Source: an optimization exercise on an open RTL-to-GDS flow (aim: small area, a short achievable clock period and few clock cycles). Production flows keep margins and buffers that such runs may drop.
Function was checked by simulation only, so behaviour that the tests miss may differ from the original.

== wip/cedar ==
## cu_compensate
module cu_compensate (
    input  wire               clk,
    input  wire               rst,
    input  wire               start,
    input  wire        [15:0] cal_t1,      
    input  wire signed [15:0] cal_t2,
    input  wire signed [15:0] cal_t3,
    input  wire        [15:0] cal_p1,      
    input  wire signed [15:0] cal_p2,
    input  wire signed [15:0] cal_p3,
    input  wire signed [15:0] cal_p4,
    input  wire signed [15:0] cal_p5,
    input  wire signed [15:0] cal_p6,
    input  wire signed [15:0] cal_p7,
    input  wire signed [15:0] cal_p8,
    input  wire signed [15:0] cal_p9,
    input  wire        [19:0] adc_t,
    input  wire        [19:0] adc_p,
    output reg                done,
    output wire               err,         
    output wire        [31:0] temp,        
    output wire        [31:0] press_q8,    
    output wire        [24:0] press_pa     
);
Size in the first run: roughly 450 flip-flops, ~330 I/O pins.
Settings: LEC_CHECK=0, CAP_MARGIN=20, CORE_MARGIN=2, CORE_UTILIZATION=40, SLEW_MARGIN=20; clock period 25.0 ns.
standard.sh (not shown) runs the stock make flow with config.mk's settings and CLKGATE_MAP_FILE= SYNTH_SCRIPT=/design/flow/synth_recipe.tcl, a recipe that flattens the netlist after the stock synthesis.
==> flow/flow/run.sh <==
#!/bin/bash
# Layout flow: the standard flow (standard.sh, standard synthesis unchanged) with two
# changes to how the layout is made: the port buffers are buf_1 cells instead of delay
# buffers, and the timing repair steps aim for 18.5 ns of setup slack at the design's period.
# make's full output goes to flow.log; each ORFS step keeps its own log under orfs/logs.
set -uo pipefail
bash standard.sh BUFFER_PORTS_ARGS="-buffer_cell sky130_fd_sc_hd__buf_1" \
  SETUP_SLACK_MARGIN=18.5 finish > flow.log 2>&1
Testbench counts of wip/cedar, summed over its fixed seeds: cycles 16,128.
The following lists how wip/ember was set up differently from wip/cedar:
==> flow/flow/run.sh <==
#!/bin/bash
# Layout flow: the standard flow (standard.sh, standard synthesis unchanged) with three
# changes to how the layout is made: the port buffers are buf_1 cells instead of delay
# buffers, the timing repair steps aim for 18.5 ns of setup slack at the design's period,
# and the repair after global routing estimates wires 20% heavier (flow/grt_rc.tcl).
# make's full output goes to flow.log; each ORFS step keeps its own log under orfs/logs.
set -uo pipefail
bash standard.sh BUFFER_PORTS_ARGS="-buffer_cell sky130_fd_sc_hd__buf_1" \
  SETUP_SLACK_MARGIN=18.5 PRE_GLOBAL_ROUTE_TCL="$PWD/flow/grt_rc.tcl" finish > flow.log 2>&1
==> flow/flow/grt_rc.tcl (new file) <==
set_layer_rc -layer li1  -capacitance [expr 1.2 * 1.499e-04]   -resistance [expr 1.2 * 7.176e-02]
set_layer_rc -layer met1 -capacitance [expr 1.2 * 1.72375E-04] -resistance [expr 1.2 * 8.929e-04]
set_layer_rc -layer met2 -capacitance [expr 1.2 * 1.36233E-04] -resistance [expr 1.2 * 8.929e-04]
set_layer_rc -layer met3 -capacitance [expr 1.2 * 2.14962E-04] -resistance [expr 1.2 * 1.567e-04]
set_layer_rc -layer met4 -capacitance [expr 1.2 * 1.48128E-04] -resistance [expr 1.2 * 1.567e-04]
set_layer_rc -layer met5 -capacitance [expr 1.2 * 1.54087E-04] -resistance [expr 1.2 * 1.781e-05]
set_wire_rc -signal -layer met1
set_wire_rc -clock -layer met3
==> run summary <==
wip/ember completed; timing, DRC and antenna clean
The core of wip/ember is more densely filled than that of wip/cedar.
Max clock period minus worst slack across wip/cedar and wip/ember: wip/cedar
Delta (wip/ember minus wip/cedar): via count of the first global-routing pass shows no meaningful change; final critical-path share of the clock period dropped 1.3 points.
Final worst slack came out higher on wip/ember than on wip/cedar.
For the sequential share of layout area, wip/ember came in 0.26 points lower than wip/cedar did.
For the multi-input logic portion of the cell area, wip/ember came in 0.43 points lower than wip/cedar did.
Input changes introduced in wip/pepper (baseline for comparison: wip/ember):
==> flow/flow/run.sh <==
#!/bin/bash
# Layout flow: the standard flow (standard.sh, standard synthesis unchanged) with three
# changes to how the layout is made: the port buffers are buf_1 cells instead of delay
# buffers, the timing repair steps aim for 18.5 ns of setup slack at the design's period,
# and clock tree synthesis clusters up to 18 flip-flops per leaf buffer.
# make's full output goes to flow.log; each ORFS step keeps its own log under orfs/logs.
set -uo pipefail
bash standard.sh BUFFER_PORTS_ARGS="-buffer_cell sky130_fd_sc_hd__buf_1" \
  SETUP_SLACK_MARGIN=18.5 CTS_CLUSTER_SIZE=18 CTS_CLUSTER_DIAMETER=100 finish > flow.log 2>&1
removed: flow/flow/grt_rc.tcl
==> comparison <==
Taking wip/ember as the reference, in wip/pepper setup slack after layout moved down, utilization has decreased, combined buffer and inverter count along the critical path has decreased.
Final cycle utilization of the critical path, wip/pepper and wip/ember, higher one = wip/pepper.
Cmp wip/pepper vs wip/ember: cell count lower in wip/pepper
Looking at count of clock buffers in the final design across wip/pepper and wip/ember, the one that comes out higher is wip/ember.
The layout overhead on the synthesized area in wip/pepper sits 3.4 points below the value recorded for wip/ember.


Setup of the previous run:
Another version of the RTL of cu_compensate (not shown whole).
For scale: ~450 flip-flops, roughly 330 I/O pins, ~0.051 mm² of cells after synthesis.
clock: 25.0 ns
lec_check: 0
cap_margin: 20
core_margin: 2
core_utilization: 40
slew_margin: 20
==> flow/flow/run.sh <==
#!/bin/bash
# Layout flow: the standard flow (standard.sh, standard synthesis unchanged) with five
# changes to how the layout is made: global placement is not timing-driven, the port buffers are buf_1 cells instead of delay
# buffers, the timing repair steps aim for 18.5 ns of setup slack at the design's period,
# clock tree synthesis clusters up to 18 flip-flops per leaf buffer and adds no dummy loads,
# and the repair after global routing estimates wires 20% heavier (flow/grt_rc.tcl).
# make's full output goes to flow.log; each ORFS step keeps its own log under orfs/logs.
set -uo pipefail
bash standard.sh BUFFER_PORTS_ARGS="-buffer_cell sky130_fd_sc_hd__buf_1" \
  SETUP_SLACK_MARGIN=18.5 GPL_TIMING_DRIVEN=0 \
  CTS_ARGS="-sink_clustering_enable -repair_clock_nets -sink_clustering_size 18 -sink_clustering_max_diameter 100 -dont_use_dummy_load" \
  PRE_GLOBAL_ROUTE_TCL="$PWD/flow/grt_rc.tcl" finish > flow.log 2>&1
==> flow/flow/grt_rc.tcl <==
set_layer_rc -layer li1  -capacitance [expr 1.2 * 1.499e-04]   -resistance [expr 1.2 * 7.176e-02]
set_layer_rc -layer met1 -capacitance [expr 1.2 * 1.72375E-04] -resistance [expr 1.2 * 8.929e-04]
set_layer_rc -layer met2 -capacitance [expr 1.2 * 1.36233E-04] -resistance [expr 1.2 * 8.929e-04]
set_layer_rc -layer met3 -capacitance [expr 1.2 * 2.14962E-04] -resistance [expr 1.2 * 1.567e-04]
set_layer_rc -layer met4 -capacitance [expr 1.2 * 1.48128E-04] -resistance [expr 1.2 * 1.567e-04]
set_layer_rc -layer met5 -capacitance [expr 1.2 * 1.54087E-04] -resistance [expr 1.2 * 1.781e-05]
set_wire_rc -signal -layer met1
set_wire_rc -clock -layer met3
Testbench counts of the previous run, summed over its fixed seeds: cycles 15,744.
## Diff of input files: the current run against the previous run
==> flow/flow/run.sh <==
#!/bin/bash
# Layout flow: the standard flow (standard.sh, standard synthesis unchanged) with four
# changes to how the layout is made: the port buffers are buf_1 cells instead of delay
# buffers, the timing repair steps aim for 18.5 ns of setup slack at the design's period,
# clock tree synthesis clusters up to 18 flip-flops per leaf buffer and adds no dummy loads,
# and the repair after global routing estimates wires 20% heavier (flow/grt_rc.tcl).
# make's full output goes to flow.log; each ORFS step keeps its own log under orfs/logs.
set -uo pipefail
bash standard.sh BUFFER_PORTS_ARGS="-buffer_cell sky130_fd_sc_hd__buf_1" \
  SETUP_SLACK_MARGIN=18.5 \
  CTS_ARGS="-sink_clustering_enable -repair_clock_nets -sink_clustering_size 18 -sink_clustering_max_diameter 100 -dont_use_dummy_load" \
  PRE_GLOBAL_ROUTE_TCL="$PWD/flow/grt_rc.tcl" finish > flow.log 2>&1
[summary]
- Between the previous run and the current run, worst hold margin is lower for the current run, the previous run comes in above that.
- From the previous run to the current run the numbers moved as follows: register-to-register slack shows an increase of 0.04 ns, core utilization shows a reduction of 2.5 points, largest net degree at the start of global routing shows an increase of 170%.
- Relative area change from synthesis to final layout, the previous run and the current run, higher one = the previous run.


== build 41 ==
RTL: one of the versions met above, not the one the previous note started from.
For scale: roughly 6200 cells after synthesis, ~450 flip-flops, ~330 I/O pins, roughly 52000 sq um of cells after synthesis.
==> flow/design.v (excerpt) <==
module cu_compensate (
    input  wire               clk,
    input  wire               rst,
    input  wire               start,
    input  wire        [15:0] cal_t1,      
    input  wire signed [15:0] cal_t2,
    input  wire signed [15:0] cal_t3,
    input  wire        [15:0] cal_p1,      
    input  wire signed [15:0] cal_p2,
    input  wire signed [15:0] cal_p3,
    input  wire signed [15:0] cal_p4,
    input  wire signed [15:0] cal_p5,
    input  wire signed [15:0] cal_p6,
    input  wire signed [15:0] cal_p7,
    input  wire signed [15:0] cal_p8,
    input  wire signed [15:0] cal_p9,
    input  wire        [19:0] adc_t,
    input  wire        [19:0] adc_p,
    output reg                done,
    output wire               err,         
    output wire        [31:0] temp,        
    output wire        [31:0] press_q8,    
    output wire        [24:0] press_pa     
);
    localparam W = 76;
    localparam [5:0] S_IDLE = 6'd0,  S_TA   = 6'd1,  S_TC   = 6'd2,  S_TB   = 6'd3,
                     S_TD   = 6'd4,  S_TDW  = 6'd5,  S_TF   = 6'd6,  S_TE   = 6'd7,
                     S_XS   = 6'd8,  S_XSW  = 6'd9,  S_ZS   = 6'd10, S_Y6   = 6'd11,
                     S_Y6W  = 6'd12, S_NS   = 6'd13, S_NSW  = 6'd14, S_MS   = 6'd15,
                     S_MSW  = 6'd16, S_DIVF = 6'd17, S_DSI  = 6'd18, S_DIVS = 6'd19,
  ...
==> flow/config.mk <==
export PLATFORM = sky130hd
export DESIGN_NAME = cu_compensate
export DESIGN_NICKNAME = cu_compensate
export VERILOG_FILES = /design/flow/design.v
export SDC_FILE = /design/flow/constraint.sdc
export NUM_CORES = 8
export LEC_CHECK = 0
export CAP_MARGIN = 20
export CORE_MARGIN = 2
export CORE_UTILIZATION = 40
export SLEW_MARGIN = 20
==> flow/constraint.sdc <==
create_clock -name core_clock -period 25.0 [get_ports {clk}]
set_input_delay 5.0000 -clock core_clock [delete_from_list [all_inputs] [get_ports {clk}]]
set_output_delay 5.0000 -clock core_clock [all_outputs]
set_load 0.01 [all_outputs]
==> flow/flow/run.sh <==
#!/bin/bash
# Layout flow: the standard flow (standard.sh, standard synthesis unchanged) with four
# changes to how the layout is made: the port buffers are buf_1 cells instead of delay
# buffers, the timing repair steps aim for 18.5 ns of setup slack at the design's period,
# clock tree synthesis clusters up to 18 flip-flops per leaf buffer, and the repair after
# global routing estimates wires 20% heavier (flow/grt_rc.tcl).
# make's full output goes to flow.log; each ORFS step keeps its own log under orfs/logs.
set -uo pipefail
bash standard.sh BUFFER_PORTS_ARGS="-buffer_cell sky130_fd_sc_hd__buf_1" \
  SETUP_SLACK_MARGIN=18.5 CTS_CLUSTER_SIZE=18 CTS_CLUSTER_DIAMETER=100 \
  PRE_GLOBAL_ROUTE_TCL="$PWD/flow/grt_rc.tcl" finish > flow.log 2>&1
Scripts as last shown in full above: flow/flow/grt_rc.tcl
Build 41 reached the final stage; the timing, design-rule and antenna checks on its layout passed.
Testbench counts of build 41, summed over its fixed seeds: cycles 16,128.
What build 82 does differently from build 41 at the input level:
==> flow/flow/run.sh <==
#!/bin/bash
# Layout flow: the standard flow (standard.sh, standard synthesis unchanged) with five
# changes to how the layout is made: global placement packs cells to a density of 0.75, the port buffers are buf_1 cells instead of delay
# buffers, the timing repair steps aim for 18.5 ns of setup slack at the design's period,
# clock tree synthesis clusters up to 18 flip-flops per leaf buffer, and the repair after
# global routing estimates wires 20% heavier (flow/grt_rc.tcl).
# make's full output goes to flow.log; each ORFS step keeps its own log under orfs/logs.
set -uo pipefail
bash standard.sh BUFFER_PORTS_ARGS="-buffer_cell sky130_fd_sc_hd__buf_1" \
  SETUP_SLACK_MARGIN=18.5 CTS_CLUSTER_SIZE=18 CTS_CLUSTER_DIAMETER=100 PLACE_DENSITY=0.75 \
  PRE_GLOBAL_ROUTE_TCL="$PWD/flow/grt_rc.tcl" finish > flow.log 2>&1
[summary]
No stage failed in build 82, and the final checks on the layout all came back clean. As far as area fraction in compound gates after synthesis goes, build 82 and build 41 are indistinguishable; the numbers are identical. Build 82 ends up with a filler cell count that is 166 lower than in build 41. There was hardly any difference in share of the clock period used by the worst path after layout between build 82 and build 41.
The following lists how build 23 was set up differently from build 82:
==> flow/flow/run.sh <==
#!/bin/bash
# Layout flow: the standard flow (standard.sh, standard synthesis unchanged) with two
# changes to how the layout is made: the port buffers are buf_1 cells instead of delay
# buffers, and the timing repair steps aim for 18.5 ns of setup slack at the design's period; global placement packs cells to a density of 0.75.
# make's full output goes to flow.log; each ORFS step keeps its own log under orfs/logs.
set -uo pipefail
bash standard.sh BUFFER_PORTS_ARGS="-buffer_cell sky130_fd_sc_hd__buf_1" \
  SETUP_SLACK_MARGIN=18.5 PLACE_DENSITY=0.75 finish > flow.log 2>&1
removed: flow/flow/grt_rc.tcl
[summary]
- Every run (build 23 and build 82) finished clean.
- Build 23 and build 82 ended up with roughly the same number of global-route vias before repair.
- Sort build 23 and build 82 by worst hold slack, ascending, and build 82 comes first.
- The wire length after detailed routing was comparable across build 23 and build 82.
- The non-clock buffer total of the final layout number comes out higher for build 82 vs build 23.
- Number of vias per cell: build 23 vs build 82, no meaningful difference
- Summary of the comparison: proportion of cell area occupied by multi-input gates is lower in build 23, relative to build 82.
Inputs modified between build 23 and build 90:
==> flow/flow/run.sh <==
#!/bin/bash
# Layout flow: the standard flow (standard.sh, standard synthesis script unchanged) with
# three changes to how the layout is made: ABC maps with its area script, the port buffers
# are buf_1 cells instead of delay buffers, and the timing repair steps aim for 18.5 ns of
# setup slack at the design's period.
# make's full output goes to flow.log; each ORFS step keeps its own log under orfs/logs.
set -uo pipefail
bash standard.sh BUFFER_PORTS_ARGS="-buffer_cell sky130_fd_sc_hd__buf_1" \
  SETUP_SLACK_MARGIN=18.5 ABC_AREA=1 finish > flow.log 2>&1
Results
Build 90 ended up with ACC[32]$_DFFE_PP_ as its termination of the worst setup path; build 23 ended up with press_q8[14]. For synthesized cell count, dividing the value from build 90 by the value from build 23 gives 1.3. Build 90 reached the final stage; the timing, design-rule and antenna checks on its layout passed. Global-route met3 utilization delta for build 90 relative to build 23: 2.2 points higher. Build 90 ended up with a lower number of buffers added for setup after CTS than build 23 did. | worst setup slack | lower: build 90 |. Build 90 against build 23: x dimension of the die now sits higher; worst setup skew after layout now sits higher. As far as setup violation total in the final timing report is concerned, build 23 and build 90 perform about the same.

-- static timing again, ports no longer ideal --
Ports are ideal in the flow. The routed layouts listed here were re-timed in OpenROAD.
Step 1: set_driving_cell puts a clkbuf_16 on clk and a buf_2 on each other input, an assumption about the parent block.
Step 2 moves the port delays by t, midway between the first and last clock arrival at a register: inputs arrive t later, outputs are due t later. That takes back most of the time a late clock gives input paths.
a / b / c = ideal ports / drivers / drivers and shift; a / b = the first two.
run	t (ns)	setup slack, ns	worst hold slack (ns)	worst setup path after step 2	worst slew at a driven data input, ns
wip/cedar	0.764	18.215 / 18.215 / 17.831	0.445 / 0.445 / 0.445	input to register	0.20
wip/ember	0.764	18.538 / 18.456 / 17.975	0.445 / 0.445 / 0.445	input to register	0.18
wip/pepper	0.706	18.186 / 18.186 / 17.844	0.456 / 0.456 / 0.456	input to register	0.18
the previous run	0.731	18.438 / 18.352 / 17.938	0.381 / 0.381 / 0.381	input to register	0.13
the current run	0.695	18.558 / 18.475 / 17.892	0.370 / 0.370 / 0.370	input to register	0.31
build 41	0.706	18.559 / 18.476 / 17.965	0.454 / 0.454 / 0.454	input to register	0.18
build 82	0.680	18.537 / 18.459 / 18.005	0.426 / 0.426 / 0.426	input to register	0.18
build 23	0.744	18.472 / 18.398 / 17.804	0.439 / 0.439 / 0.439	input to register	0.18
build 90	0.823	18.386 / 18.386 / 17.874	0.390 / 0.390 / 0.390	input to register	0.22
After both steps every run listed still meets setup and hold. The setup slack of build 23, which loses most, moves by -0.074 ns with the drivers and by -0.668 ns with both steps.
